Source: an optimization exercise on an open RTL-to-GDS flow (aim: small area, a short achievable clock period and few clock cycles per item). Production flows keep margins and buffers that such runs may drop.
At most, simulation tests tie the RTL to the original design; equivalence was not proved.
For run 1, only the layout was checked, not whether the RTL still works.
Power figures rest on the tool's default switching activity, not on a simulated workload.

### design/flow/design.v
module ymodem_rx_unit (
    input  wire        clk,
    input  wire        rst,           
    input  wire        cmd_valid,
    output wire        cmd_ready,
    input  wire [15:0] cmd,
    output reg         res_valid,
    output reg  [1:0]  res_st,        
    output wire [31:0] res_val,
    output reg  [1:0]  res_tx_n,      
    output reg  [7:0]  res_tx0,
    output reg  [7:0]  res_tx1,
    output reg  [1:0]  res_ev_n,      
    output reg  [2:0]  res_ev0,
    output reg  [2:0]  res_ev1,
    output reg  [3:0]  res_ev_code,   
    output reg         res_pay        
);
    localparam IDLE = 0, LEAD = 1, SEQ = 2, CMP = 3, DATA = 4, CRCH = 5,
               CRCL = 6, PURGE = 7, DONE = 8, FAILED = 9;
    function [15:0] crc_step;
        input [15:0] c;
        input [7:0]  d;
        integer i;
        begin
            crc_step = c ^ {d, 8'h00};
            for (i = 0; i < 8; i = i + 1)
                crc_step = crc_step[15] ? ((crc_step << 1) ^ 16'h1021) : (crc_step << 1);
        end
    endfunction
    reg        fault;
    reg [15:0] crc_acc;
    reg [9:0]  ph;            
    reg [7:0]  rx_exp;
    reg        rx_hdr;
    reg        rx_big;
    reg [1:0]  rx_eotc;
    reg [1:0]  rx_canc;
    reg [2:0]  rx_retry;
    reg [3:0]  rx_err;
    reg [15:0] rx_crc;        
    reg [9:0]  rx_cnt;
    reg        rx_nz;         
    reg [1:0]  rx_pend;       
    wire [7:0] c_op  = cmd[15:8];
    wire [7:0] c_imm = cmd[7:0];
    wire       c_z   = (c_imm == 8'd0);
    wire c_hi0 = (c_op[7:4] == 4'h0);
    wire c_hi1 = (c_op[7:4] == 4'h1);
    wire c_hi3 = (c_op[7:4] == 4'h3);
    wire c_lo0 = (c_op[3:0] == 4'h0);
    wire c_lo1 = (c_op[3:0] == 4'h1);
    wire c_lo2 = (c_op[3:0] == 4'h2);
    wire c_lo3 = (c_op[3:0] == 4'h3);
    wire c_lo4 = (c_op[3:0] == 4'h4);
    wire c_sys   = c_hi0 & (c_lo1 | c_lo2) & c_z;
    wire c_legal = (c_hi0 & c_lo0 & c_z) | (c_hi1 & (c_lo0 | c_lo2) & c_z) | (c_hi1 & c_lo1)
                 | (c_hi3 & (c_lo0 | c_lo2 | c_lo3 | c_lo4) & c_z) | (c_hi3 & c_lo1);
    reg       cv;             
    reg [7:0] imm;            
    reg       op_reset, op_gf, op_nsys, op_bad;
    reg       op_cinit, op_cbyte, op_cread, op_start, op_byte, op_tmo, op_abort, op_status;
    reg       z, d_sx, d_eot, d_can;
    reg       lo_ok;          
    always @(posedge clk) begin
        cv        <= cmd_valid & ~rst;
        imm       <= c_imm;
        op_reset  <= c_hi0 & c_lo1 & c_z;
        op_gf     <= c_hi0 & c_lo2 & c_z;
        op_nsys   <= ~c_sys;
        op_bad    <= ~c_sys & ~c_legal;
        op_cinit  <= c_hi1 & c_lo0 & c_z;
        op_cbyte  <= c_hi1 & c_lo1;
        op_cread  <= c_hi1 & c_lo2 & c_z;
        op_start  <= c_hi3 & c_lo0 & c_z;
        op_byte   <= c_hi3 & c_lo1;
        op_tmo    <= c_hi3 & c_lo2 & c_z;
        op_abort  <= c_hi3 & c_lo3 & c_z;
        op_status <= c_hi3 & c_lo4 & c_z;
        z         <= c_z;
        d_sx      <= (c_imm == 8'h01) | (c_imm == 8'h02);
        d_eot     <= (c_imm == 8'h04);
        d_can     <= (c_imm == 8'h18);
        lo_ok     <= (c_imm == rx_crc[7:0]);
    end
    wire nf        = ~fault;
    wire sys       = ~op_nsys;
    wire e_cinit   = nf & op_cinit;
    wire e_cbyte   = nf & op_cbyte;
    wire e_cread   = nf & op_cread;
    wire e_start   = nf & op_start;
    wire rxb       = nf & op_byte;
    wire tmo       = nf & op_tmo;
    wire e_abort   = nf & op_abort;
    wire e_status  = nf & op_status;
    wire faulted   = op_bad | (op_nsys & fault);
    wire ph_blk    = ph[SEQ] | ph[CMP] | ph[DATA] | ph[CRCH] | ph[CRCL];
    wire ph_act    = ph[LEAD] | ph_blk;                  
    wire ph_off    = ph[IDLE] | ph[DONE] | ph[FAILED];
    wire last      = rx_big ? (&rx_cnt) : (&rx_cnt[6:0]);
    wire pend_ok   = (rx_pend == 2'd0);
    wire chk_ok    = pend_ok & lo_ok;
    wire crcl      = rxb & ph[CRCL];
    wire acc       = crcl & chk_ok;
    wire null_hdr  = ~rx_hdr & ~rx_nz;
    wire acc_null  = acc & null_hdr;
    wire acc_blk   = acc & ~null_hdr;
    wire lead      = rxb & ph[LEAD];
    wire lead_sx   = lead & d_sx;
    wire nak_lead  = lead & ~(d_sx | d_eot | d_can);
    wire nak_crcl  = crcl & ~chk_ok;
    wire nak_tmo   = tmo & ph_act;
    wire nak       = nak_lead | nak_crcl | nak_tmo;
    wire at_limit  = rx_retry[2] & ~rx_retry[0];         
    wire nak_fail  = nak & at_limit;
    wire nak_purge = nak & ~at_limit;
    wire [3:0] nak_reason = nak_tmo ? 4'd4 : nak_lead ? 4'd5 :
                            ~pend_ok ? {2'b00, rx_pend} : 4'd3;
    wire eot_lead  = lead & d_eot;
    wire can_lead  = lead & d_can;
    wire eot_done  = eot_lead & rx_eotc[0];
    wire can_fail  = can_lead & rx_canc[0];
    wire abort     = e_abort & (ph_act | ph[PURGE]);
    wire purge_end = tmo & ph[PURGE];
    wire [15:0] crc_in  = op_cbyte ? crc_acc : rx_crc;
    wire [15:0] crc_nxt = crc_step(crc_in, imm);
    wire go_lead   = e_start | purge_end | acc_blk;
    wire go_seq    = lead_sx;
    wire go_cmp    = rxb & ph[SEQ];
    wire go_data   = rxb & ph[CMP];
    wire go_crch   = rxb & ph[DATA] & last;
    wire go_crcl   = rxb & ph[CRCH];
    wire go_purge  = nak_purge;
    wire go_done   = eot_done | acc_null;
    wire go_failed = can_fail | nak_fail | abort;
    wire [9:0] go  = {go_failed, go_done, go_purge, go_crcl, go_crch,
                      go_data, go_cmp, go_seq, go_lead, 1'b0};
    wire move      = |go;
    wire [3:0] go_code = {go_done | go_failed,
                          go_data | go_crch | go_crcl | go_purge,
                          go_seq | go_cmp | go_crcl | go_purge,
                          go_lead | go_cmp | go_crch | go_purge | go_failed};
    wire clr = rst | (cv & op_reset);
    reg       sel_gf, sel_crc, sel_st;       
    reg [3:0] ph_bin;                        
    wire [15:0] st_lo = {rx_canc, rx_eotc, 1'b0, rx_retry, rx_err, ph_bin};
    assign res_val = {6'd0, {10{sel_st}} & {rx_big, rx_hdr, rx_exp},
                      ({16{sel_st}} & st_lo) | ({16{sel_crc}} & crc_acc)
                      | {15'd0, sel_gf & fault}};
    always @(posedge clk) begin
        res_valid <= cv & ~rst;
        res_st <= faulted ? 2'd2 : (rxb & ph_off) ? 2'd1 : 2'd0;
        sel_gf  <= op_gf;
        sel_crc <= e_cread;
        sel_st  <= e_status;
        res_tx_n <= {acc_blk & ~rx_hdr,
                     e_start | eot_lead | can_lead | (acc_blk & rx_hdr) | purge_end};
        begin : tx0
            reg is_c, is_n;
            is_c = op_start;
            is_n = op_tmo | (~ph[CRCL] & imm[2] & ~rx_eotc[0]);
            res_tx0 <= {1'b0, is_c, 1'b0, is_n, 1'b0, ~is_c, ~is_n, is_c | is_n};
        end
        res_tx1 <= 8'h43;
        res_ev_n <= {acc_null, acc_blk | eot_done | can_fail | nak_fail | abort};
        res_ev0  <= acc ? (rx_hdr ? 3'd3 : rx_nz ? 3'd1 : 3'd2) :
                    eot_done ? 3'd4 : 3'd5;
        res_ev1  <= 3'd4;
        res_ev_code <= {op_abort, ~op_abort, ~op_abort, d_can};
        res_pay <= rxb & ph[DATA];
        if (clr) begin
            fault    <= 1'b0;
            crc_acc  <= 16'd0;
            ph       <= 10'd1;
            ph_bin   <= 4'd0;
            rx_exp   <= 8'd0;
            rx_hdr   <= 1'b0;
            rx_big   <= 1'b0;
            rx_eotc  <= 2'd0;
            rx_canc  <= 2'd0;
            rx_retry <= 3'd0;
            rx_err   <= 4'd0;
        end else if (cv) begin
            if (op_bad)
                fault <= 1'b1;
            if (e_cinit)
                crc_acc <= 16'd0;
            if (e_cbyte)
                crc_acc <= crc_nxt;
            if (move) begin
                ph     <= go;
                ph_bin <= go_code;
            end
            if (e_start) begin
                rx_exp   <= 8'd0;
                rx_hdr   <= 1'b0;
                rx_big   <= 1'b0;
                rx_retry <= 3'd0;
                rx_err   <= 4'd0;
            end
            if (lead_sx)
                rx_big <= imm[1];
            if (acc) begin
                rx_retry <= 3'd0;
                rx_err   <= 4'd0;
            end
            if (acc_blk) begin
                rx_hdr <= 1'b1;
                rx_exp <= rx_exp + 8'd1;
            end
            if (e_start | nak_tmo | (lead & ~d_eot))
                rx_eotc <= 2'd0;
            else if (eot_lead)
                rx_eotc <= rx_eotc + 2'd1;
            if (e_start | nak_tmo | (lead & ~d_can))
                rx_canc <= 2'd0;
            else if (can_lead)
                rx_canc <= rx_canc + 2'd1;
            if (nak)
                rx_retry <= rx_retry + 3'd1;
            if (nak_fail)
                rx_err <= 4'd6;
            if (nak_purge)
                rx_err <= nak_reason;
            if (can_fail)
                rx_err <= 4'd7;
            if (abort)
                rx_err <= 4'd8;
        end
        if (cv & rxb) begin
            if (ph[SEQ])
                rx_crc[7:0] <= imm;
            if (ph[CMP]) begin
                rx_crc  <= 16'd0;
                rx_cnt  <= 10'd0;
                rx_nz   <= 1'b0;
                rx_pend <= (imm != ~rx_crc[7:0]) ? 2'd1 :
                           (rx_crc[7:0] != rx_exp) ? 2'd2 : 2'd0;
            end
            if (ph[DATA]) begin
                rx_crc <= crc_nxt;
                rx_cnt <= rx_cnt + 10'd1;
                if (~z) rx_nz <= 1'b1;
            end
            if (ph[CRCH] & pend_ok & (imm != rx_crc[15:8]))
                rx_pend <= 2'd3;
        end
    end
    assign cmd_ready = 1'b1;
endmodule
### design/flow/flow/run.sh
#!/bin/bash
# The standard layout (standard.sh, its synthesis unchanged in its registers),
# with the extra ORFS settings of flow/extra.mk appended to config.mk.
set -o pipefail
cat flow/extra.mk >> config.mk
bash standard.sh > standard.log 2>&1
### design/flow/flow/extra.mk
export BUFFER_PORTS_ARGS = -buffer_cell sky130_fd_sc_hd__buf_2
export DONT_USE_CELLS += sky130_fd_sc_hd__or4_1 sky130_fd_sc_hd__or4_2 sky130_fd_sc_hd__or4_4 sky130_fd_sc_hd__or4b_1 sky130_fd_sc_hd__or4b_2 sky130_fd_sc_hd__or4b_4 sky130_fd_sc_hd__or4bb_1 sky130_fd_sc_hd__or4bb_2 sky130_fd_sc_hd__or4bb_4 sky130_fd_sc_hd__nor4_1 sky130_fd_sc_hd__nor4_2 sky130_fd_sc_hd__nor4_4 sky130_fd_sc_hd__nor4b_1 sky130_fd_sc_hd__nor4b_2 sky130_fd_sc_hd__nor4b_4 sky130_fd_sc_hd__nor4bb_1 sky130_fd_sc_hd__nor4bb_2 sky130_fd_sc_hd__nor4bb_4 sky130_fd_sc_hd__or3_1 sky130_fd_sc_hd__or3_2 sky130_fd_sc_hd__or3_4 sky130_fd_sc_hd__or3b_1 sky130_fd_sc_hd__or3b_2 sky130_fd_sc_hd__or3b_4 sky130_fd_sc_hd__a2111oi_0 sky130_fd_sc_hd__a2111oi_1 sky130_fd_sc_hd__a2111oi_2 sky130_fd_sc_hd__a2111oi_4 sky130_fd_sc_hd__a2111o_1 sky130_fd_sc_hd__a2111o_2 sky130_fd_sc_hd__a2111o_4 sky130_fd_sc_hd__clkdlybuf4s50_1 sky130_fd_sc_hd__clkdlybuf4s50_2
export ABC_CLOCK_PERIOD_IN_PS = 2000
export SETUP_SLACK_MARGIN = 2.0
export CTS_ARGS = -sink_clustering_enable -repair_clock_nets -buf_list {sky130_fd_sc_hd__clkbuf_4 sky130_fd_sc_hd__clkbuf_8} -dont_use_dummy_load
### design/flow/standard.sh
#!/bin/bash
# synth_recipe.tcl (not shown) runs the flow's synth.tcl, then flattens the netlist and writes it again
# the make line also repeats each setting of config.mk as NAME=value (left out here)
make -C /OpenROAD-flow-scripts/flow DESIGN_CONFIG=/design/flow/config.mk WORK_HOME=/design/flow/orfs CLKGATE_MAP_FILE= SYNTH_SCRIPT=/design/flow/synth_recipe.tcl "${@:-finish}"
### design/flow/config.mk
export PLATFORM = sky130hd
export DESIGN_NAME = ymodem_rx_unit
export DESIGN_NICKNAME = ymodem_rx_unit
export VERILOG_FILES = /design/flow/design.v
export SDC_FILE = /design/flow/constraint.sdc
export NUM_CORES = 4
export LEC_CHECK = 0
export CAP_MARGIN = 20
export CORE_MARGIN = 2
export CORE_UTILIZATION = 40
export SLEW_MARGIN = 20
export BUFFER_PORTS_ARGS = -buffer_cell sky130_fd_sc_hd__buf_2
export DONT_USE_CELLS += sky130_fd_sc_hd__or4_1 sky130_fd_sc_hd__or4_2 sky130_fd_sc_hd__or4_4 sky130_fd_sc_hd__or4b_1 sky130_fd_sc_hd__or4b_2 sky130_fd_sc_hd__or4b_4 sky130_fd_sc_hd__or4bb_1 sky130_fd_sc_hd__or4bb_2 sky130_fd_sc_hd__or4bb_4 sky130_fd_sc_hd__nor4_1 sky130_fd_sc_hd__nor4_2 sky130_fd_sc_hd__nor4_4 sky130_fd_sc_hd__nor4b_1 sky130_fd_sc_hd__nor4b_2 sky130_fd_sc_hd__nor4b_4 sky130_fd_sc_hd__nor4bb_1 sky130_fd_sc_hd__nor4bb_2 sky130_fd_sc_hd__nor4bb_4 sky130_fd_sc_hd__or3_1 sky130_fd_sc_hd__or3_2 sky130_fd_sc_hd__or3_4 sky130_fd_sc_hd__or3b_1 sky130_fd_sc_hd__or3b_2 sky130_fd_sc_hd__or3b_4 sky130_fd_sc_hd__a2111oi_0 sky130_fd_sc_hd__a2111oi_1 sky130_fd_sc_hd__a2111oi_2 sky130_fd_sc_hd__a2111oi_4 sky130_fd_sc_hd__a2111o_1 sky130_fd_sc_hd__a2111o_2 sky130_fd_sc_hd__a2111o_4 sky130_fd_sc_hd__clkdlybuf4s50_1 sky130_fd_sc_hd__clkdlybuf4s50_2
export ABC_CLOCK_PERIOD_IN_PS = 2000
export SETUP_SLACK_MARGIN = 2.0
export CTS_ARGS = -sink_clustering_enable -repair_clock_nets -buf_list {sky130_fd_sc_hd__clkbuf_4 sky130_fd_sc_hd__clkbuf_8} -dont_use_dummy_load
### design/flow/constraint.sdc
create_clock -name core_clock -period 4.0 [get_ports {clk}]
set_input_delay 0.8000 -clock core_clock [delete_from_list [all_inputs] [get_ports {clk}]]
set_output_delay 0.8000 -clock core_clock [all_outputs]
set_load 0.01 [all_outputs]
==> run_results.csv, run 1 <==
group,metric,value,unit
status,run_status,"finished clean",
synth,synth-xor-area-share,10.22,%
grt,grt_pass1_vias,4707,
power_and_ir_drop,peakVddDrop,0.1833,mV
floorplanning,chipWidth,128.1,um
synth,ys_async_sr_fraction,0,%
sta,hold_viol,0,
floorplanning,io_pins,86,
grt,grt_pass1_wl,25900,um
clock_tree,clock_latency,0.44,ns
synth,yosysWarnings,1,
grt,grt_remaining_overflow,0,
clock_tree,clkSinkCount,129,
clock_tree,clockBufferDepth,2,
grt,grt_use_total,20.76,%
floorplanning,die_y,128.1,um
synth,synth.distinct_cells,61,
sta,timing.final.crit_share,54.08,%
final_layout,areaGrowthSynthToFinish,17.35,%
setup_path,crit_type,"flip-flop to primary output",
synth,yosys.area_share.adder,0.6094,%
sta,fin_crit,2.163,ns
route,postRouteAntennaNets,0,
sta,setup_violations,0,
sta,maxSlewViolCount,0,
final_layout,seq_area,0.002899,sq mm
synth,synth_top_area_share,32.50,%
synth,synth_cells,634,
clock_tree,clk_pin_slew,0.06,ns
placed_design,globalplace.congestion,0.8925,
final_layout,multi_input_area,0.003246,sq mm
placed_design,dp_cells,857,
final_layout,nets,737,
synth,synth_compound_area_share,15.34,%
sta,grt_setup_unrepaired,"yes",
floorplanning,fp-row-count,45,
setup_path,critPathLaunchType,"flip-flop",
route,via_count,5065,
route,drtIter0Drc,404,
route,wl_per_cell,18.87,um
sta,worstMarginPinSlew,0.6587,ns
synth,syn-cell-area,0.006160,sq mm
clock_tree,cts_inserted_buffers,17,
synth,seq_area_frac_synth,46.64,%
synth,synth_edf_count,29,
synth,muxShareOfSynthArea,2.763,%
sta,setup-tns-final,0,ns
synth,postSynthAreaPerCell,9.716,sq um
clock_tree,root_buffer,"clkbuf_8",
sta,fmax,462.3,MHz
floorplanning,coreArea,0.01515,sq mm
synth,ys_dominant_reg_cell,"dfxtp_1",
route,wl,17000,um
grt,grt_max_degree,30,
placed_design,port_buffers,64,
setup_path,arrival,1.36,ns
final_layout,drive_gt1_share,24.12,%
setup_path,cp_max_fo,2,
power_and_ir_drop,power_density,315.0,mW/mm^2
hold_path,min_path_type,"flip-flop to flip-flop",
synth,yosys.area_share.simple,18.97,%
synth,ys_top_cells_by_area,"dfxtp_1 (33%), edfxtp_1 (14%), xnor2_1 (5.0%)",
clock_tree,cts_tree,"yes",
synth,yosysTopAreaCell,"dfxtp_1",
floorplanning,start_util,40.67,%
grt,antenna_found_initial,0,
power_and_ir_drop,p_leak,0.002771,uW
flow_run,maxCapViolations,0,
final_layout,instances_no_fill,901,
floorplanning,die_area,0.01641,sq mm
power_and_ir_drop,total_power,2277,uW
clock_tree,cts_max_level,4,
route,drt-vias-per-instance,5.622,
placed_design,dp_hpwl,11930,um
sta,slew_headroom,55.80,%
final_layout,fill_cells,1407,
final_layout,n_antenna_cell,0,
setup_path,required,3.20,ns
synth,synth_top_family_by_area,"simple AND/OR/NAND/NOR gates",
route,drc,0,
sta,clock_skew,0.01324,ns
synth,synth-seq-cells,129,
setup_path,end_kind,"primary output",
route,first_pass_iters,7,
[layout by cell type (no fill, tap or decap), drive strengths merged, types with 2 or more instances in the layout]
master	n
nand4	16
nand3b	12
nor3	11
nor2b	12
a22oi	13
conb	21
a31oi	7
a21o	2
o21a	3
o41ai	2
o21ai	26
nand2	28
a22o	30
o31ai	2
a32oi	2
ha	3
o41a	4
or2	3
nor3b	3
mux2i	17
xor2	22
a211oi	6
clkbuf	17
and2	27
nor2	78
a21oi	23
and3b	3
dfxtp	100
buf	91
o22ai	2
and3	9
inv	13
edfxtp	29
a211o	3
nand3	17
nand2b	4
xnor2	43
[state kept, by name, summed over array words and instances, names as in the netlist, 3 cells and up]
signal,cells
crc_acc,16
rx_crc,16
ph,10
rx_cnt,10
imm,8
rx_exp,8
res_tx0,5
ph_bin,4
rx_err,4
res_ev0,3
res_ev_code,3
rx_retry,3
[synth_stat cells, drive strengths merged (4+ instances only)]
cell,n
xnor2,43
xor2,22
nor3,11
a22o,30
inv,13
edfxtp,29
a31oi,7
o21ai,26
buf,29
nand2b,4
nand4,16
nand2,28
a22oi,13
a211oi,6
dfxtp,100
and3,9
and2,27
nand3b,12
mux2i,17
nor2b,12
nand3,17
clkbuf,22
a21oi,23
nor2,78
[cells by family after synthesis]
family / Yosys count
simple gates: 224
compound gates: 130
flops: 129
xor+xnor: 65
buf+inv: 64
mux: 17
fa+ha+maj: 3
other cells: 2
[per-layer routing]
| layer | GRT usage, % | vias up | part of all wire (%) |
|---|---|---|---|
| li1 | - | 2358 | - |
| met1 | 28.03 | 2424 | 43 |
| met2 | 32.18 | 254 | 46 |
| met3 | 5.050 | 29 | 8.1 |
| met4 | 8.080 | 0 | 2.4 |
| met5 | 0 | - | 0 |
[worst max-delay path, cell delays in order (launching register included)]
cell and delay (ns):
dfxtp_2 0.34, a222oi_1 0.35, inv_1 0.08, buf_2 0.15
[worst paths after layout]
check	startpoint	end	slack (ns)	cells after the start
setup / recovery	ph_bin[0]	res_val[0]	1.84	3
hold / removal	op_gf	sel_gf	0.33	0
setup reg to reg	rx_pend[0]	ph[4]	1.97	6
hold reg to reg	op_gf	sel_gf	0.33	0
[report_power, final]
group	total [uW]	leakage (uW)	internal (uW)	switching (uW)
Sequential	1350	0.00108	1330	18.0
Combinational	123	0.00157	48.2	74.4
Clock	805	0.000122	373	432
Total	2280	0.00277	1750	524
[metrics by stage]
step	instance area [sq um]	worst slack [ns]	hold slack, ns	utilization, %
final	7228	1.837	0.3279	47.72
after global routing	7228	1.789	0.3367	47.72
after CTS	6968	1.828	0.3288	46.01
after detailed placement	6536	0.9153	0.3138	43.16
after global placement	6536	1.046	0.3140	43.16
after floorplan	6238	1.974	0.3096	-
[area by class of cell]
class                           instances  area share (%)
Multi-Input combinational cell        463           44.90
Sequential cell                       129           40.11
Timing Repair Buffer                   91           7.790
Tap cell                              188           3.254
Clock buffer                           17           3.237
Inverter                               13          0.7097
[timing repair]
action,CTS,global route
endpoints found under the setup margin,118,92
hold buffers,0,0
buffers inserted,7,17
pin swaps,11,14
cloned,2,1
gates resized for setup,30,26
==> run 2, diff against run 1 <==
==> design/flow/design.v (replaced) <==
module ymodem_rx_unit (
    input  wire        clk,
    input  wire        rst,           
    input  wire        cmd_valid,
    output wire        cmd_ready,
    input  wire [15:0] cmd,
    output reg         res_valid,
    output reg  [1:0]  res_st,        
    output reg  [31:0] res_val,
    output reg  [1:0]  res_tx_n,      
    output reg  [7:0]  res_tx0,
    output reg  [7:0]  res_tx1,
    output reg  [1:0]  res_ev_n,      
    output reg  [2:0]  res_ev0,
    output reg  [2:0]  res_ev1,
    output reg  [3:0]  res_ev_code,   
    output reg         res_pay        
);
    localparam IDLE = 0, LEAD = 1, SEQ = 2, CMP = 3, DATA = 4, CRCH = 5,
               CRCL = 6, PURGE = 7, DONE = 8, FAILED = 9;
    function [15:0] crc_step;
        input [15:0] c;
        input [7:0]  d;
        integer i;
        begin
            crc_step = c ^ {d, 8'h00};
            for (i = 0; i < 8; i = i + 1)
                crc_step = crc_step[15] ? ((crc_step << 1) ^ 16'h1021) : (crc_step << 1);
        end
    endfunction
    reg        fault;
    reg [15:0] crc_acc;
    reg [9:0]  ph;            
    reg [7:0]  rx_exp;
    reg        rx_hdr;
    reg        rx_big;
    reg [1:0]  rx_eotc;
    reg [1:0]  rx_canc;
    reg [2:0]  rx_retry;
    reg [3:0]  rx_err;
    reg [15:0] rx_crc;        
    reg [9:0]  rx_cnt;
    reg        rx_nz;         
    reg [1:0]  rx_pend;       
    wire [7:0] c_op  = cmd[15:8];
    wire [7:0] c_imm = cmd[7:0];
    wire       c_v   = cmd_valid & ~rst;
    wire       c_z   = (c_imm == 8'd0);
    wire c_hi0 = (c_op[7:4] == 4'h0);
    wire c_hi1 = (c_op[7:4] == 4'h1);
    wire c_hi3 = (c_op[7:4] == 4'h3);
    wire c_lo0 = (c_op[3:0] == 4'h0);
    wire c_lo1 = (c_op[3:0] == 4'h1);
    wire c_lo2 = (c_op[3:0] == 4'h2);
    wire c_lo3 = (c_op[3:0] == 4'h3);
    wire c_lo4 = (c_op[3:0] == 4'h4);
    wire c_sys   = c_hi0 & (c_lo1 | c_lo2) & c_z;
    wire c_legal = (c_hi0 & c_lo0 & c_z) | (c_hi1 & (c_lo0 | c_lo2) & c_z) | (c_hi1 & c_lo1)
                 | (c_hi3 & (c_lo0 | c_lo2 | c_lo3 | c_lo4) & c_z) | (c_hi3 & c_lo1);
    wire c_sx  = (c_imm == 8'h01) | (c_imm == 8'h02);
    wire c_eot = (c_imm == 8'h04);
    wire c_can = (c_imm == 8'h18);
    reg       cv;             
    reg [7:0] imm;            
    reg       op_reset, op_gf, op_bad, st_flt;
    reg       e_cinit, e_cbyte, e_cread, e_start, rxb, tmo, e_abort, e_status;
    reg       rxk;            
    reg       z, d_sx, d_eot, d_can, d_oth;
    reg       lo_ok;          
    wire fault_nx = ~op_reset & (fault | op_bad);
    wire c_run    = c_v & ~fault_nx;
    always @(posedge clk) begin
        cv       <= c_v;
        imm      <= c_imm;
        op_reset <= c_v & c_hi0 & c_lo1 & c_z;
        op_gf    <= c_v & c_hi0 & c_lo2 & c_z;
        op_bad   <= c_v & ~c_sys & ~c_legal;
        st_flt   <= ~c_sys & (~c_legal | fault_nx);
        e_cinit  <= c_run & c_hi1 & c_lo0 & c_z;
        e_cbyte  <= c_run & c_hi1 & c_lo1;
        e_cread  <= c_run & c_hi1 & c_lo2 & c_z;
        e_start  <= c_run & c_hi3 & c_lo0 & c_z;
        rxb      <= c_run & c_hi3 & c_lo1;
        tmo      <= c_run & c_hi3 & c_lo2 & c_z;
        e_abort  <= c_run & c_hi3 & c_lo3 & c_z;
        e_status <= c_run & c_hi3 & c_lo4 & c_z;
        rxk      <= c_run & c_hi3 & (c_lo1 | ((c_lo0 | c_lo2 | c_lo3) & c_z));
        z        <= c_z;
        d_sx     <= c_sx;
        d_eot    <= c_eot;
        d_can    <= c_can;
        d_oth    <= ~(c_sx | c_eot | c_can);
        lo_ok    <= (c_imm == rx_crc[7:0]);
    end
    wire ph_act    = ph[LEAD] | ph[SEQ] | ph[CMP] | ph[DATA] | ph[CRCH] | ph[CRCL];
    wire ph_off    = ph[IDLE] | ph[DONE] | ph[FAILED];
    wire last      = rx_big ? (&rx_cnt) : (&rx_cnt[6:0]);
    wire pend_ok   = (rx_pend == 2'd0);
    wire chk_ok    = pend_ok & lo_ok;
    wire crcl      = rxb & ph[CRCL];
    wire acc       = crcl & chk_ok;
    wire null_hdr  = ~rx_hdr & ~rx_nz;
    wire acc_null  = acc & null_hdr;
    wire acc_blk   = acc & ~null_hdr;
    wire lead      = rxb & ph[LEAD];
    wire lead_sx   = lead & d_sx;
    wire eot_lead  = lead & d_eot;
    wire can_lead  = lead & d_can;
    wire eot_done  = eot_lead & rx_eotc[0];
    wire can_fail  = can_lead & rx_canc[0];
    wire nak_lead  = lead & d_oth;
    wire nak_crcl  = crcl & ~chk_ok;
    wire nak_tmo   = tmo & ph_act;
    wire nak       = nak_lead | nak_crcl | nak_tmo;
    wire at_limit  = rx_retry[2] & ~rx_retry[0];         
    wire nak_fail  = nak & at_limit;
    wire nak_purge = nak & ~at_limit;
    wire [3:0] nak_reason = tmo ? 4'd4 : nak_lead ? 4'd5 :
                            ~pend_ok ? {2'b00, rx_pend} : 4'd3;
    wire abort     = e_abort & (ph_act | ph[PURGE]);
    wire purge_end = tmo & ph[PURGE];
    wire ctl       = e_start | tmo | e_abort;             
    wire [9:0] ph_n;
    assign ph_n[IDLE]   = ph[IDLE] & ~e_start;
    assign ph_n[LEAD]   = e_start | purge_end | acc_blk
                        | (ph[LEAD] & ~tmo & ~e_abort
                           & ~(rxb & (d_sx | d_oth | (d_eot & rx_eotc[0]) | (d_can & rx_canc[0]))));
    assign ph_n[SEQ]    = lead_sx | (ph[SEQ] & ~rxk);
    assign ph_n[CMP]    = (rxb & ph[SEQ]) | (ph[CMP] & ~rxk);
    assign ph_n[DATA]   = (rxb & ph[CMP]) | (ph[DATA] & ~ctl & ~(rxb & last));
    assign ph_n[CRCH]   = (rxb & ph[DATA] & last) | (ph[CRCH] & ~rxk);
    assign ph_n[CRCL]   = (rxb & ph[CRCH]) | (ph[CRCL] & ~rxk);
    assign ph_n[PURGE]  = nak_purge | (ph[PURGE] & ~ctl);
    assign ph_n[DONE]   = eot_done | acc_null | (ph[DONE] & ~e_start);
    assign ph_n[FAILED] = can_fail | nak_fail | abort | (ph[FAILED] & ~e_start);
    wire clr = rst | op_reset;
    wire [3:0] ph_code = {ph[DONE] | ph[FAILED],
                          ph[DATA] | ph[CRCH] | ph[CRCL] | ph[PURGE],
                          ph[SEQ] | ph[CMP] | ph[CRCL] | ph[PURGE],
                          ph[LEAD] | ph[CMP] | ph[CRCH] | ph[PURGE] | ph[FAILED]};
    always @(posedge clk) begin
        res_valid <= cv & ~rst;
        res_st <= st_flt ? 2'd2 : (rxb & ph_off) ? 2'd1 : 2'd0;
        res_val <= 32'd0;
        if (op_gf)
            res_val[0] <= fault;
        else if (e_cread)
            res_val[15:0] <= crc_acc;
        else if (e_status)
            res_val[25:0] <= {rx_big, rx_hdr, rx_exp, rx_canc, rx_eotc,
                              1'b0, rx_retry, rx_err, ph_code};
        res_tx_n <= {acc_blk & ~rx_hdr,
                     e_start | eot_lead | can_lead | (acc_blk & rx_hdr) | purge_end};
        begin : tx0
            reg is_c, is_n;
            is_c = e_start;
            is_n = tmo | (~ph[CRCL] & imm[2] & ~rx_eotc[0]);
            res_tx0 <= {1'b0, is_c, 1'b0, is_n, 1'b0, ~is_c, ~is_n, is_c | is_n};
        end
        res_tx1 <= 8'h43;
        res_ev_n <= {acc_null, acc_blk | eot_done | can_fail | nak_fail | abort};
        res_ev0  <= acc ? (rx_hdr ? 3'd3 : rx_nz ? 3'd1 : 3'd2) :
                    eot_done ? 3'd4 : 3'd5;
        res_ev1  <= 3'd4;
        res_ev_code <= {e_abort, ~e_abort, ~e_abort, d_can};
        res_pay <= rxb & ph[DATA];
        if (clr) begin
            fault    <= 1'b0;
            crc_acc  <= 16'd0;
            ph       <= 10'd1;
            rx_exp   <= 8'd0;
            rx_hdr   <= 1'b0;
            rx_big   <= 1'b0;
            rx_eotc  <= 2'd0;
            rx_canc  <= 2'd0;
            rx_retry <= 3'd0;
            rx_err   <= 4'd0;
        end else begin
            if (op_bad)
                fault <= 1'b1;
            if (e_cinit)
                crc_acc <= 16'd0;
            if (e_cbyte)
                crc_acc <= crc_step(crc_acc, imm);
            ph <= ph_n;
            if (e_start) begin
                rx_exp   <= 8'd0;
                rx_hdr   <= 1'b0;
                rx_big   <= 1'b0;
            end
            if (lead_sx)
                rx_big <= imm[1];
            if (acc_blk) begin
                rx_hdr <= 1'b1;
                rx_exp <= rx_exp + 8'd1;
            end
            if (e_start | nak_tmo | (lead & ~d_eot))
                rx_eotc <= 2'd0;
            else if (eot_lead)
                rx_eotc <= rx_eotc + 2'd1;
            if (e_start | nak_tmo | (lead & ~d_can))
                rx_canc <= 2'd0;
            else if (can_lead)
                rx_canc <= rx_canc + 2'd1;
            if (e_start | acc)
                rx_retry <= 3'd0;
            else if (nak)
                rx_retry <= rx_retry + 3'd1;
            if (e_start | acc)
                rx_err <= 4'd0;
            else if (nak_fail)
                rx_err <= 4'd6;
            else if (nak_purge)
                rx_err <= nak_reason;
            else if (can_fail)
                rx_err <= 4'd7;
            else if (abort)
                rx_err <= 4'd8;
        end
        if (rxb) begin
            if (ph[SEQ])
                rx_crc[7:0] <= imm;
            if (ph[CMP]) begin
                rx_crc  <= 16'd0;
                rx_cnt  <= 10'd0;
                rx_nz   <= 1'b0;
                rx_pend <= (imm != ~rx_crc[7:0]) ? 2'd1 :
                           (rx_crc[7:0] != rx_exp) ? 2'd2 : 2'd0;
            end
            if (ph[DATA]) begin
                rx_crc <= crc_step(rx_crc, imm);
                rx_cnt <= rx_cnt + 10'd1;
                if (~z) rx_nz <= 1'b1;
            end
            if (ph[CRCH] & pend_ok & (imm != rx_crc[15:8]))
                rx_pend <= 2'd3;
        end
    end
    assign cmd_ready = 1'b1;
endmodule
==> run 2 against run 1 <==
  * Global-route usage decreased by 2.7 points
  * Clock power increased by 5.5%
  * Worst hold slack improved by 0.058 ns
  * Largest power group unchanged
==> run_results.csv, run 2 <==
group,metric,value,unit
status,run_status,"finished clean",
placed_design,dp_cells,926,
sta,grt_setup_unrepaired,"no",
floorplanning,fp-row-count,47,
sta,timing.final.crit_share,47.34,%
power_and_ir_drop,p_leak,0.002733,uW
final_layout,final_cell_mix,"dfxtp_1 (121), nor2_1 (65), buf_2 (64)",
hold_path,min_from,"st_flt",
clock_tree,clk_pin_slew,0.07,ns
grt,antenna_found_initial,0,
grt,grt_pass1_wl,25010,um
synth,postSynthAreaPerCell,9.896,sq um
synth,syn-cell-area,0.006620,sq mm
route,via_count,4985,
floorplanning,die_y,132.6,um
setup_path,cp.buffers_inverters,0,
setup_path,critPathTopFamily,"compound AO/OA/AOI/OAI gates",
sta,clock_skew,0.02542,ns
sta,fin_crit,1.894,ns
setup_path,crit_type,"flip-flop to flip-flop",
placed_design,placed_area,0.007012,sq mm
placed_design,dpl_worst_slack,1.640,ns
hold_path,min_path_type,"flip-flop to flip-flop",
final_layout,final_common_cell,"dfxtp_1",
floorplanning,chipWidth,132.6,um
synth,synth_top_area_share,36.59,%
final_layout,largest_register_ffs,26,
grt,grt_pass1_vias,4739,
power_and_ir_drop,peakVddDrop,0.2316,mV
grt,grt_use_total,18.09,%
power_and_ir_drop,power_density,348.0,mW/mm^2
clock_tree,cts_tree,"yes",
final_layout,regMostFlops,"res_val",
floorplanning,die_area,0.01759,sq mm
final_layout,instances_no_fill,945,
route,drtIter0Drc,357,
grt,grt_remaining_overflow,0,
route,postRouteAntennaNets,0,
route,drt-vias-per-instance,5.275,
setup_path,reg2reg_slack,2.11,ns
synth,ys_async_sr_fraction,0,%
route,wl_per_cell,16.62,um
setup_path,critPathLaunchType,"flip-flop",
sta,slew_headroom,43.16,%
sta,maxSlewViolCount,0,
synth,ys_top_cells_by_area,"dfxtp_1 (37%), edfxtp_1 (13%), xnor2_1 (5.8%)",
route,wl,15710,um
clock_tree,root_buffer,"clkbuf_8",
setup_path,end_kind,"flip-flop",
flow_run,maxCapViolations,0,
final_layout,n_antenna_cell,0,
setup_path,critPathMaxStageDelay,0.51,ns
final_layout,final_util,44.33,%
sta,setup_violations,0,
clock_tree,cts_max_level,4,
placed_design,dp_hpwl,11560,um
setup_path,required,4.28,ns
route,drc,0,
sta,fmax,528.1,MHz
synth,synth_cells,669,
final_layout,drive_gt1_share,16.14,%
setup_path,arrival,2.18,ns
clock_tree,hold_buffers,0,
setup_path,cp.depth,4,
clock_tree,clock_latency,0.46,ns
grt,grt_max_degree,29,
final_layout,areaGrowthSynthToFinish,9.866,%
floorplanning,io_pins,86,
setup_path,cp_max_fo,15,
final_layout,postLayoutCellArea,0.007273,sq mm
floorplanning,start_util,40.35,%
synth,synth-seq-cells,150,
synth,yosys-top-cells-count,"dfxtp_1 (121), nor2_1 (65), xnor2_1 (44)",
synth,post-synth-top-count-cell,"dfxtp_1",
clock_tree,clockBufferDepth,2,
setup_path,cpMaxStageDelayCell,"dfxtp_1",
synth,synth.distinct_cells,60,
sta,worstMarginPinSlew,0.8515,ns
placed_design,globalplace.congestion,0.8241,
setup_path,ff2ff_path_depth,4,
floorplanning,coreArea,0.01641,sq mm
final_layout,top_regs,"res_val: 26 flops, crc_acc: 16 flops, rx_crc: 16 flops",
clock_tree,clkSinkCount,150,
synth,synth_edf_count,29,
synth,yosysWarnings,1,
clock_tree,cts_inserted_buffers,17,
setup_path,r2r_start,"ph[4]",
synth,ys_dominant_reg_cell,"dfxtp_1",
hold_path,holdPathStages,0,
placed_design,port_buffers,64,
setup_path,rr_endpoint,"rx_err[2]",
synth,yosysTopAreaCell,"dfxtp_1",
hold_path,hold_end,"res_st[1]",
setup_path,cp_cell_sequence,"nor3_4, a31oi_1, o41ai_1, a311oi_1",
route,first_pass_iters,4,
sta,final.setup.worst_slack,2.106,ns
sta,hold_viol,0,
sta,setup-tns-final,0,ns
synth,seq_area_frac_synth,49.74,%
final_layout,nets,749,
[run 2: cell count changes in the layout (fill, tap and decap cells not counted), moves of 7 or more]
cell,change
dfxtp_1,+30
a21oi_1,+19
a22o_1,-16
buf_4,-15
mux2i_1,-12
nand2_1,+10
nand3_1,+10
nor3b_1,+10
a22oi_1,-9
xnor2_1,+9
and2_1,-8
o21ai_1,-8
nor2_1,-7
[run 2: cells by family after synthesis]
kind of cell	Yosys count	share of synthesized area, %
xor gates and xnor gates	74	10.70
and+or+nand+nor	237	18.82
other	2	0.1134
buffers and inverters	66	5.689
adders and majority gates	3	0.5671
muxes	5	0.7560
DFF	150	49.74
AOI/OAI and AO/OA	132	13.61
[run 2: where the power goes]
group	total, uW	switching [uW]	leakage [uW]	internal [uW]
clock network	849	475	0.000122	374
registers	1560	15.6	0.00120	1540
logic	123	73.0	0.00141	49.9
[run 2: metal layers]
layer  up-vias  share of wire, %  global-route usage [%]
met2       147                47                   29.39
met3        23               5.0                   4.100
li1       2413                 -                       -
met5         -                 0                       0
met4         0               2.2                   6.930
met1      2402                46                   23.52
[run 2: final cells by class]
type,instances,area (sq um)
Fill cell,1581,9134
Sequential cell,150,3293
Multi-Input combinational cell,472,3040
Timing Repair Buffer,71,372.9
Tap cell,220,275.3
Clock buffer,17,234.0
Inverter,15,57.56
[run 2: stage by stage]
step / hold slack, ns / total power, uW
global placement: 0.3900 / 1712
CTS: 0.3943 / 2558
detailed placement: 0.3821 / 1714
finish: 0.3864 / 2531
global route: 0.3967 / 2627
floorplan: 0.3317 / 1692
[run 2: worst max-delay path by stage]
| stage | startpoint | endpoint | slack (ns) |
|---|---|---|---|
| after CTS | ph[4] | rx_err[0] | 2.02 |
| final | ph[4] | rx_err[2] | 2.11 |
| after global routing | ph[4] | rx_crc[4] | 2.00 |
| after floorplan | rxb | rx_cnt[0] | 2.02 |
| after global placement | cmd[5] | op_bad | 1.72 |
| after detailed placement | cmd[5] | op_bad | 1.64 |
[run 2: timing repair]
| action | 4_1_cts | 5_1_grt |
|---|---|---|
| pin swaps | 0 | 1 |
| gates resized for setup | 1 | 3 |
| setup endpoints to repair | 7 | 21 |
| buffers inserted | 0 | 2 |
Testbench counts of run 2, summed over its fixed seeds: cycles 41,589, commands 41,581.
==> run 3, diff against run 2 <==
==> design/flow/flow/extra.mk (replaced) <==
export BUFFER_PORTS_ARGS = -buffer_cell sky130_fd_sc_hd__buf_2
export DONT_USE_CELLS += sky130_fd_sc_hd__or4_1 sky130_fd_sc_hd__or4_2 sky130_fd_sc_hd__or4_4 sky130_fd_sc_hd__or4b_1 sky130_fd_sc_hd__or4b_2 sky130_fd_sc_hd__or4b_4 sky130_fd_sc_hd__or4bb_1 sky130_fd_sc_hd__or4bb_2 sky130_fd_sc_hd__or4bb_4 sky130_fd_sc_hd__nor4_1 sky130_fd_sc_hd__nor4_2 sky130_fd_sc_hd__nor4_4 sky130_fd_sc_hd__nor4b_1 sky130_fd_sc_hd__nor4b_2 sky130_fd_sc_hd__nor4b_4 sky130_fd_sc_hd__nor4bb_1 sky130_fd_sc_hd__nor4bb_2 sky130_fd_sc_hd__nor4bb_4 sky130_fd_sc_hd__or3_1 sky130_fd_sc_hd__or3_2 sky130_fd_sc_hd__or3_4 sky130_fd_sc_hd__or3b_1 sky130_fd_sc_hd__or3b_2 sky130_fd_sc_hd__or3b_4 sky130_fd_sc_hd__a2111oi_0 sky130_fd_sc_hd__a2111oi_1 sky130_fd_sc_hd__a2111oi_2 sky130_fd_sc_hd__a2111oi_4 sky130_fd_sc_hd__a2111o_1 sky130_fd_sc_hd__a2111o_2 sky130_fd_sc_hd__a2111o_4 sky130_fd_sc_hd__clkdlybuf4s50_1 sky130_fd_sc_hd__clkdlybuf4s50_2
export ABC_CLOCK_PERIOD_IN_PS = 2000
export SETUP_SLACK_MARGIN = 2.35
export CTS_ARGS = -sink_clustering_enable -repair_clock_nets -buf_list {sky130_fd_sc_hd__clkbuf_4 sky130_fd_sc_hd__clkbuf_8} -dont_use_dummy_load
--- a/design/flow/config.mk
+++ b/design/flow/config.mk
@@ -12,5 +12,5 @@
 export BUFFER_PORTS_ARGS = -buffer_cell sky130_fd_sc_hd__buf_2
 export DONT_USE_CELLS += sky130_fd_sc_hd__or4_1 sky130_fd_sc_hd__or4_2 sky130_fd_sc_hd__or4_4 sky130_fd_sc_hd__or4b_1 sky130_fd_sc_hd__or4b_2 sky130_fd_sc_hd__or4b_4 sky130_fd_sc_hd__or4bb_1 sky130_fd_sc_hd__or4bb_2 sky130_fd_sc_hd__or4bb_4 sky130_fd_sc_hd__nor4_1 sky130_fd_sc_hd__nor4_2 sky130_fd_sc_hd__nor4_4 sky130_fd_sc_hd__nor4b_1 sky130_fd_sc_hd__nor4b_2 sky130_fd_sc_hd__nor4b_4 sky130_fd_sc_hd__nor4bb_1 sky130_fd_sc_hd__nor4bb_2 sky130_fd_sc_hd__nor4bb_4 sky130_fd_sc_hd__or3_1 sky130_fd_sc_hd__or3_2 sky130_fd_sc_hd__or3_4 sky130_fd_sc_hd__or3b_1 sky130_fd_sc_hd__or3b_2 sky130_fd_sc_hd__or3b_4 sky130_fd_sc_hd__a2111oi_0 sky130_fd_sc_hd__a2111oi_1 sky130_fd_sc_hd__a2111oi_2 sky130_fd_sc_hd__a2111oi_4 sky130_fd_sc_hd__a2111o_1 sky130_fd_sc_hd__a2111o_2 sky130_fd_sc_hd__a2111o_4 sky130_fd_sc_hd__clkdlybuf4s50_1 sky130_fd_sc_hd__clkdlybuf4s50_2
 export ABC_CLOCK_PERIOD_IN_PS = 2000
-export SETUP_SLACK_MARGIN = 2.0
+export SETUP_SLACK_MARGIN = 2.35
 export CTS_ARGS = -sink_clustering_enable -repair_clock_nets -buf_list {sky130_fd_sc_hd__clkbuf_4 sky130_fd_sc_hd__clkbuf_8} -dont_use_dummy_load
==> run 3 against run 2 <==
  * Worst hold slack better by 0.027 ns
  * Sequential share of layout area down 2.2 points
  * Clock skew up 0.011 ns
  * Largest cell class unchanged
  * Core utilization up 2.9 points
  * Clock power up 0.5%
  * Still clean on timing, DRC and antenna
  * Non-clock buffer count up 13
  * Synthesized cell count unchanged
  * Sequential cell count unchanged
  * Combinational power up 11%
==> run_results.csv, run 3 <==
group,metric,value,unit
final_layout,postLayoutCellArea,0.007747,sq mm
setup_path,critPathLaunchType,"flip-flop",
floorplanning,start_util,40.35,%
route,topRoutingLayerUsed,"met4",
power_and_ir_drop,power_density,329.2,mW/mm^2
sta,clock_skew,0.03632,ns
final_layout,final_common_cell,"dfxtp_1",
synth,yosys-top-cells-count,"dfxtp_1 (121), nor2_1 (65), xnor2_1 (44)",
sta,hold_viol,0,
grt,grt_remaining_overflow,0,
route,wl_per_cell,17.35,um
placed_design,dpl_worst_slack,1.767,ns
setup_path,end_kind,"primary output",
clock_tree,cts_tree,"yes",
sta,slew_headroom,50.68,%
route,wl_met3,896,um
floorplanning,coreArea,0.01641,sq mm
route,drtIter0Drc,404,
final_layout,largest_register_ffs,26,
route,wl,16620,um
setup_path,cp_cell_sequence,"buf_6",
final_layout,regMostFlops,"res_val",
power_and_ir_drop,peakVddDrop,0.2034,mV
clock_tree,clkSinkCount,150,
placed_design,globalplace.congestion,0.8581,
setup_path,r2r_start,"rx_crc[13]",
setup_path,critPathMaxStageDelay,0.37,ns
placed_design,placed_area,0.007018,sq mm
synth,ys_async_sr_fraction,0,%
flow_run,maxCapViolations,0,
grt,antenna_found_initial,0,
sta,setup_violations,0,
floorplanning,die_y,132.6,um
synth,ys_top_cells_by_area,"dfxtp_1 (37%), edfxtp_1 (13%), xnor2_1 (5.8%)",
route,via_count,5077,
clock_tree,clk_pin_slew,0.08,ns
synth,synth.distinct_cells,60,
synth,synth-seq-cells,150,
grt,grt_max_degree,29,
hold_path,holdPathStages,0,
setup_path,cp_max_fo,1,
clock_tree,clockBufferDepth,2,
final_layout,areaGrowthSynthToFinish,17.03,%
synth,synth_cells,669,
sta,fmax,578.2,MHz
sta,worstMarginPinSlew,0.7371,ns
route,wl_met2,8138,um
sta,final.setup.worst_slack,2.271,ns
setup_path,reg2reg_slack,2.31,ns
synth,seq_area_frac_synth,49.74,%
sta,setup-tns-final,0,ns
sta,maxSlewViolCount,0,
route,postRouteAntennaNets,0,
route,wl_met1,7172,um
sta,fin_crit,1.729,ns
synth,yosysWarnings,1,
synth,ys_dominant_reg_cell,"dfxtp_1",
final_layout,final_cell_mix,"dfxtp_1 (89), nor2_1 (64), buf_2 (42)",
route,first_pass_iters,6,
setup_path,ff2ff_path_depth,4,
route,drc,0,
setup_path,cp.buffers_inverters,1,
hold_path,hold_end,"res_st[1]",
final_layout,nets,762,
setup_path,crit_type,"flip-flop to primary output",
setup_path,cpMaxStageDelayCell,"dfxtp_2",
floorplanning,chipWidth,132.6,um
clock_tree,root_buffer,"clkbuf_8",
power_and_ir_drop,p_leak,0.002879,uW
status,run_status,"finished clean",
floorplanning,fp-row-count,47,
route,drt-vias-per-instance,5.300,
setup_path,arrival,0.93,ns
synth,postSynthAreaPerCell,9.896,sq um
final_layout,n_antenna_cell,0,
hold_path,min_from,"st_flt",
synth,synth_edf_count,29,
floorplanning,die_area,0.01759,sq mm
synth,yosysTopAreaCell,"dfxtp_1",
hold_path,min_path_type,"flip-flop to flip-flop",
final_layout,top_regs,"res_val: 26 flops, crc_acc: 16 flops, rx_crc: 16 flops",
clock_tree,cts_max_level,4,
synth,post-synth-top-count-cell,"dfxtp_1",
clock_tree,cts_inserted_buffers,17,
setup_path,rr_endpoint,"rx_pend[0]",
floorplanning,io_pins,86,
setup_path,required,3.20,ns
placed_design,dp_hpwl,11990,um
grt,grt_use_total,19.01,%
synth,synth_top_area_share,36.59,%
synth,syn-cell-area,0.006620,sq mm
final_layout,drive_gt1_share,24.53,%
grt,grt_pass1_vias,4860,
placed_design,port_buffers,64,
clock_tree,clock_latency,0.46,ns
sta,timing.final.crit_share,43.23,%
grt,grt_pass1_wl,26140,um
setup_path,critPathTopFamily,"flip-flops",
sta,grt_setup_unrepaired,"yes",
sta,hold_slack,0.4129,ns
-- run 3: what timing repair did --
action | in CTS | in global routing
buffers inserted | 10 | 7
resized for setup | 36 | 53
endpoints found under the setup margin | 142 | 75
pin swaps | 8 | 6
hold buffers | 0 | 0
-- run 3: worst reg2reg max path, cell delays in order (launching register included) --
cell and delay [ns]:
edfxtp_1 0.49, xnor2_4 0.29, nand4_1 0.15, o211ai_1 0.37
a21boi_2 0.13
-- run 3: metal layers --
layer | up-vias | GRT usage [%]
met3 | 29 | 3.793
li1 | 2436 | -
met2 | 164 | 31.43
met1 | 2448 | 24.11
met5 | - | 0
met4 | 0 | 8.423
-- run 3: worst max-delay path by stage --
| stage | depth (start not counted) | end | startpoint |
|---|---|---|---|
| 2_1_floorplan | 4 | op_bad | cmd[5] |
| 5_1_grt | 4 | rx_pend[1] | rx_crc[13] |
| 6_report | 1 | res_pay | res_pay |
| 3_5_place_dp | 5 | st_flt | cmd[5] |
| 3_3_place_gp | 5 | st_flt | cmd[5] |
| 4_1_cts | 1 | res_pay | res_pay |
-- run 3: area by class of cell --
| class | count | area, sq um |
|---|---|---|
| fill | 1527 | 8660 |
| sequential | 150 | 3341 |
| multi-input combinational | 472 | 3212 |
| timing repair buffer | 84 | 624.3 |
| tap | 220 | 275.3 |
| clock buffer | 17 | 234.0 |
| inverter | 15 | 61.31 |
-- run 3: cells by family (layout without fill, tap and decap cells) --
| group | after synthesis | in the layout | share of synthesized area, % |
|---|---|---|---|
| AND/OR/NAND/NOR | 237 | 237 | 18.82 |
| flip-flops | 150 | 150 | 49.74 |
| AO/OA/AOI/OAI | 132 | 132 | 13.61 |
| XOR/XNOR | 74 | 74 | 10.70 |
| buffers and inverters | 66 | 116 | 5.689 |
| multiplexers | 5 | 5 | 0.7560 |
| adder cells (fa/ha/maj) | 3 | 3 | 0.5671 |
| other | 2 | 21 | 0.1134 |
-- run 3: per-stage QoR --
stage | cells | power [uW] | util [%]
2_1_floorplan | 688 | 1693 | -
4_1_cts | 951 | 2565 | 45.47
3_5_place_dp | 924 | 1717 | 42.77
6_report | 958 | 2551 | 47.22
3_3_place_gp | 924 | 1714 | 42.77
5_1_grt | 958 | 2642 | 47.22
-- run 3: report_power, final --
group          switching [uW]  internal, uW  total, uW
sequential               18.1          1540       1560
combinational            77.8          59.4        137
clock                     479           374        853
total                     575          1980       2550
==> run 4, diff against run 3 <==
==> design/flow/flow/extra.mk (replaced) <==
export BUFFER_PORTS_ARGS = -buffer_cell sky130_fd_sc_hd__buf_2
export DONT_USE_CELLS += sky130_fd_sc_hd__or4_1 sky130_fd_sc_hd__or4_2 sky130_fd_sc_hd__or4_4 sky130_fd_sc_hd__or4b_1 sky130_fd_sc_hd__or4b_2 sky130_fd_sc_hd__or4b_4 sky130_fd_sc_hd__or4bb_1 sky130_fd_sc_hd__or4bb_2 sky130_fd_sc_hd__or4bb_4 sky130_fd_sc_hd__nor4_1 sky130_fd_sc_hd__nor4_2 sky130_fd_sc_hd__nor4_4 sky130_fd_sc_hd__nor4b_1 sky130_fd_sc_hd__nor4b_2 sky130_fd_sc_hd__nor4b_4 sky130_fd_sc_hd__nor4bb_1 sky130_fd_sc_hd__nor4bb_2 sky130_fd_sc_hd__nor4bb_4 sky130_fd_sc_hd__or3_1 sky130_fd_sc_hd__or3_2 sky130_fd_sc_hd__or3_4 sky130_fd_sc_hd__or3b_1 sky130_fd_sc_hd__or3b_2 sky130_fd_sc_hd__or3b_4 sky130_fd_sc_hd__a2111oi_0 sky130_fd_sc_hd__a2111oi_1 sky130_fd_sc_hd__a2111oi_2 sky130_fd_sc_hd__a2111oi_4 sky130_fd_sc_hd__a2111o_1 sky130_fd_sc_hd__a2111o_2 sky130_fd_sc_hd__a2111o_4 sky130_fd_sc_hd__clkdlybuf4s50_1 sky130_fd_sc_hd__clkdlybuf4s50_2
export ABC_CLOCK_PERIOD_IN_PS = 2000
export SETUP_SLACK_MARGIN = 2.50
export CTS_ARGS = -sink_clustering_enable -repair_clock_nets -buf_list {sky130_fd_sc_hd__clkbuf_4 sky130_fd_sc_hd__clkbuf_8} -dont_use_dummy_load
--- a/design/flow/config.mk
+++ b/design/flow/config.mk
@@ -12,5 +12,5 @@
 export BUFFER_PORTS_ARGS = -buffer_cell sky130_fd_sc_hd__buf_2
 export DONT_USE_CELLS += sky130_fd_sc_hd__or4_1 sky130_fd_sc_hd__or4_2 sky130_fd_sc_hd__or4_4 sky130_fd_sc_hd__or4b_1 sky130_fd_sc_hd__or4b_2 sky130_fd_sc_hd__or4b_4 sky130_fd_sc_hd__or4bb_1 sky130_fd_sc_hd__or4bb_2 sky130_fd_sc_hd__or4bb_4 sky130_fd_sc_hd__nor4_1 sky130_fd_sc_hd__nor4_2 sky130_fd_sc_hd__nor4_4 sky130_fd_sc_hd__nor4b_1 sky130_fd_sc_hd__nor4b_2 sky130_fd_sc_hd__nor4b_4 sky130_fd_sc_hd__nor4bb_1 sky130_fd_sc_hd__nor4bb_2 sky130_fd_sc_hd__nor4bb_4 sky130_fd_sc_hd__or3_1 sky130_fd_sc_hd__or3_2 sky130_fd_sc_hd__or3_4 sky130_fd_sc_hd__or3b_1 sky130_fd_sc_hd__or3b_2 sky130_fd_sc_hd__or3b_4 sky130_fd_sc_hd__a2111oi_0 sky130_fd_sc_hd__a2111oi_1 sky130_fd_sc_hd__a2111oi_2 sky130_fd_sc_hd__a2111oi_4 sky130_fd_sc_hd__a2111o_1 sky130_fd_sc_hd__a2111o_2 sky130_fd_sc_hd__a2111o_4 sky130_fd_sc_hd__clkdlybuf4s50_1 sky130_fd_sc_hd__clkdlybuf4s50_2
 export ABC_CLOCK_PERIOD_IN_PS = 2000
-export SETUP_SLACK_MARGIN = 2.35
+export SETUP_SLACK_MARGIN = 2.50
 export CTS_ARGS = -sink_clustering_enable -repair_clock_nets -buf_list {sky130_fd_sc_hd__clkbuf_4 sky130_fd_sc_hd__clkbuf_8} -dont_use_dummy_load
==> run 4 against run 3 <==
  * Power rose by 0.50%
  * Clock power fell by 0.8%
  * Register-to-register slack worse by 0.02 ns
  * Critical endpoint is now rx_pend[0]
==> run_results.csv, run 4 <==
group,metric,value,unit
setup_path,ff2ff_path_depth,5,
sta,grt_setup_unrepaired,"yes",
route,drtIter0Drc,349,
synth,yosysTopAreaCell,"dfxtp_1",
synth,post-synth-top-count-cell,"dfxtp_1",
setup_path,required,4.21,ns
sta,worstMarginPinSlew,0.6559,ns
setup_path,critPathTopFamily,"flip-flops",
synth,ys_async_sr_fraction,0,%
floorplanning,chipWidth,132.6,um
grt,grt_pass1_vias,4842,
sta,fmax,584.9,MHz
synth,synth_top_area_share,36.59,%
setup_path,cp.buffers_inverters,1,
synth,synth.distinct_cells,60,
final_layout,instances_no_fill,993,
setup_path,r2r_start,"rx_crc[12]",
sta,clock_skew,0.02229,ns
floorplanning,start_util,40.35,%
sta,final.setup.worst_slack,2.290,ns
sta,slew_headroom,56.07,%
route,postRouteAntennaNets,0,
sta,hold_viol,0,
clock_tree,cts_tree,"yes",
sta,timing.final.crit_share,42.74,%
setup_path,crit_type,"flip-flop to flip-flop",
final_layout,nets,797,
final_layout,n_antenna_cell,0,
grt,grt_max_degree,29,
setup_path,critPathLaunchType,"flip-flop",
clock_tree,root_buffer,"clkbuf_8",
floorplanning,io_pins,86,
final_layout,drive_gt1_share,32.34,%
setup_path,end_kind,"flip-flop",
flow_run,maxCapViolations,0,
final_layout,top_regs,"res_val: 26 flops, crc_acc: 16 flops, rx_crc: 16 flops",
power_and_ir_drop,power_density,309.4,mW/mm^2
sta,maxSlewViolCount,0,
setup_path,reg2reg_slack,2.29,ns
setup_path,cpMaxStageDelayCell,"edfxtp_1",
placed_design,dp_cells,924,
synth,synth_edf_count,29,
power_and_ir_drop,peakVddDrop,0.2193,mV
sta,setup-tns-final,0,ns
clock_tree,clockBufferDepth,2,
placed_design,dpl_worst_slack,1.598,ns
setup_path,cp-startpoint,"rx_crc[12]",
final_layout,largest_register_ffs,26,
final_layout,final_util,50.50,%
route,first_pass_iters,6,
route,via_count,5238,
clock_tree,cts_max_level,4,
synth,seq_area_frac_synth,49.74,%
route,drt-vias-per-instance,5.275,
route,drc,0,
floorplanning,die_y,132.6,um
placed_design,port_buffers,64,
route,wl_per_cell,17.02,um
synth,ys_top_cells_by_area,"dfxtp_1 (37%), edfxtp_1 (13%), xnor2_1 (5.8%)",
floorplanning,coreArea,0.01641,sq mm
synth,synth-seq-cells,150,
synth,yosysWarnings,1,
clock_tree,cts_inserted_buffers,17,
clock_tree,clkSinkCount,150,
final_layout,final_cell_mix,"dfxtp_1 (91), nor2_1 (57), buf_2 (46)",
synth,syn-cell-area,0.006620,sq mm
grt,grt_remaining_overflow,0,
clock_tree,clock_latency,0.46,ns
final_layout,regMostFlops,"res_val",
placed_design,dp_hpwl,11210,um
final_layout,areaGrowthSynthToFinish,25.16,%
clock_tree,clk_pin_slew,0.07,ns
setup_path,cp_cell_sequence,"xnor2_4, nand4_1, o211ai_1, buf_4, nand2_2",
setup_path,cp_max_fo,3,
floorplanning,fp-row-count,47,
placed_design,globalplace.congestion,0.8933,
synth,yosys-top-cells-count,"dfxtp_1 (121), nor2_1 (65), xnor2_1 (44)",
synth,ys_dominant_reg_cell,"dfxtp_1",
sta,fin_crit,1.710,ns
setup_path,arrival,1.92,ns
power_and_ir_drop,p_leak,0.003158,uW
grt,grt_pass1_wl,25500,um
synth,postSynthAreaPerCell,9.896,sq um
grt,grt_use_total,18.76,%
hold_path,min_path_type,"flip-flop to flip-flop",
setup_path,cp.depth,5,
setup_path,rr_endpoint,"rx_pend[0]",
setup_path,critPathMaxStageDelay,0.50,ns
synth,synth_cells,669,
sta,setup_violations,0,
route,wl,16900,um
final_layout,final_common_cell,"dfxtp_1",
grt,antenna_found_initial,0,
status,run_status,"finished clean",
setup_path,endpoint,"rx_pend[0]",
floorplanning,die_area,0.01759,sq mm
## run 4: cell counts after synthesis
Identical to the previous run, type by type.
## run 4: area by class of cell
| class | instances | area [sq um] |
|---|---|---|
| inverter | 15 | 57.56 |
| sequential | 150 | 3343 |
| multi-input combinational | 474 | 3458 |
| clock buffer | 17 | 234.0 |
| timing repair buffer | 117 | 917.1 |
| fill | 1467 | 8122 |
| tap | 220 | 275.3 |
## run 4: where the power goes
group          total, uW  internal [uW]  switching, uW  leakage, uW
logic                158           71.4           86.6      0.00182
clock network        846            374            472     0.000122
registers           1560           1540           17.9      0.00121
total               2560           1990            577      0.00316
## run 4: routing by layer
metal / vias up / part of all wire, % / track usage [%]
li1: 2511 / - / -
met1: 2493 / 43 / 24.63
met2: 198 / 48 / 29.79
met3: 36 / 5.7 / 4.138
met4: 0 / 2.7 / 8.184
met5: - / 0 / 0
## run 4: repair_timing
action / in CTS / in global routing
hold buffers: 0 / 0
gates resized for setup: 50 / 95
buffers inserted: 31 / 18
endpoints found under the setup margin: 173 / 115
pin swaps: 19 / 26
cloned: 2 / 1
## run 4: metrics by stage
step                      total power, uW  hold slack, ns  area [sq um]
after floorplan                      1695          0.3317          6751
after global placement               1715          0.3786          7038
after detailed placement             1718          0.3808          7038
after CTS                            2564          0.3753          7719
after global routing                 2659          0.3708          8285
final                                2564          0.3705          8285
## run 4: worst min-delay path by stage
stage | startpoint | endpoint | depth (start not counted) | slack (ns)
detailed placement | st_flt | res_st[1] | 0 | 0.38
global route | st_flt | res_st[1] | 0 | 0.37
global placement | st_flt | res_st[1] | 0 | 0.38
finish | st_flt | res_st[1] | 0 | 0.37
floorplan | st_flt | res_st[1] | 0 | 0.33
CTS | st_flt | res_st[1] | 0 | 0.38
## run 4: kinds of logic (layout without fill, tap and decap cells)
family | Yosys count | in the layout | share of synthesized area (%)
compound gates | 132 | 132 | 13.61
xor+xnor | 74 | 74 | 10.70
fa+ha+maj | 3 | 3 | 0.5671
buf+inv | 66 | 149 | 5.689
flops | 150 | 150 | 49.74
mux | 5 | 5 | 0.7560
other cells | 2 | 21 | 0.1134
simple gates | 237 | 239 | 18.82

-- what the ideal ports hide --
The flow's constraints put no driver on any port. The routed layouts listed below were extracted and timed again, unchanged, in two steps.
Step 1 assumes that a clkbuf_16 drives the clock port and a buf_2 every other input.
Step 2 moves the port delays by t, midway between the first and last clock arrival at a register: inputs arrive t later, outputs are due t later. That takes back most of the time a late clock gives input paths.
Slacks: no drivers / after step 1 / after step 2; pairs: no drivers / after step 1.
run | t, ns | setup slack, ns | clock arrival spread, ns | worst data-port slew with drivers (ns) | cell pins on the clock port's net
run 1 | 0.472 | 1.837 / 1.802 / 1.601 | 0.016 / 0.016 | 0.04 | 1
run 2 | 0.474 | 2.106 / 2.106 / 1.724 | 0.036 / 0.035 | 0.04 | 1
run 3 | 0.481 | 2.271 / 2.232 / 1.891 | 0.036 / 0.036 | 0.03 | 1
run 4 | 0.487 | 2.290 / 2.266 / 1.998 | 0.023 / 0.023 | 0.05 | 1
After both steps every run listed still meets setup and hold. For run 2, which loses most, drivers alone change the setup slack by 0.000 ns; drivers and shift together by -0.382 ns.
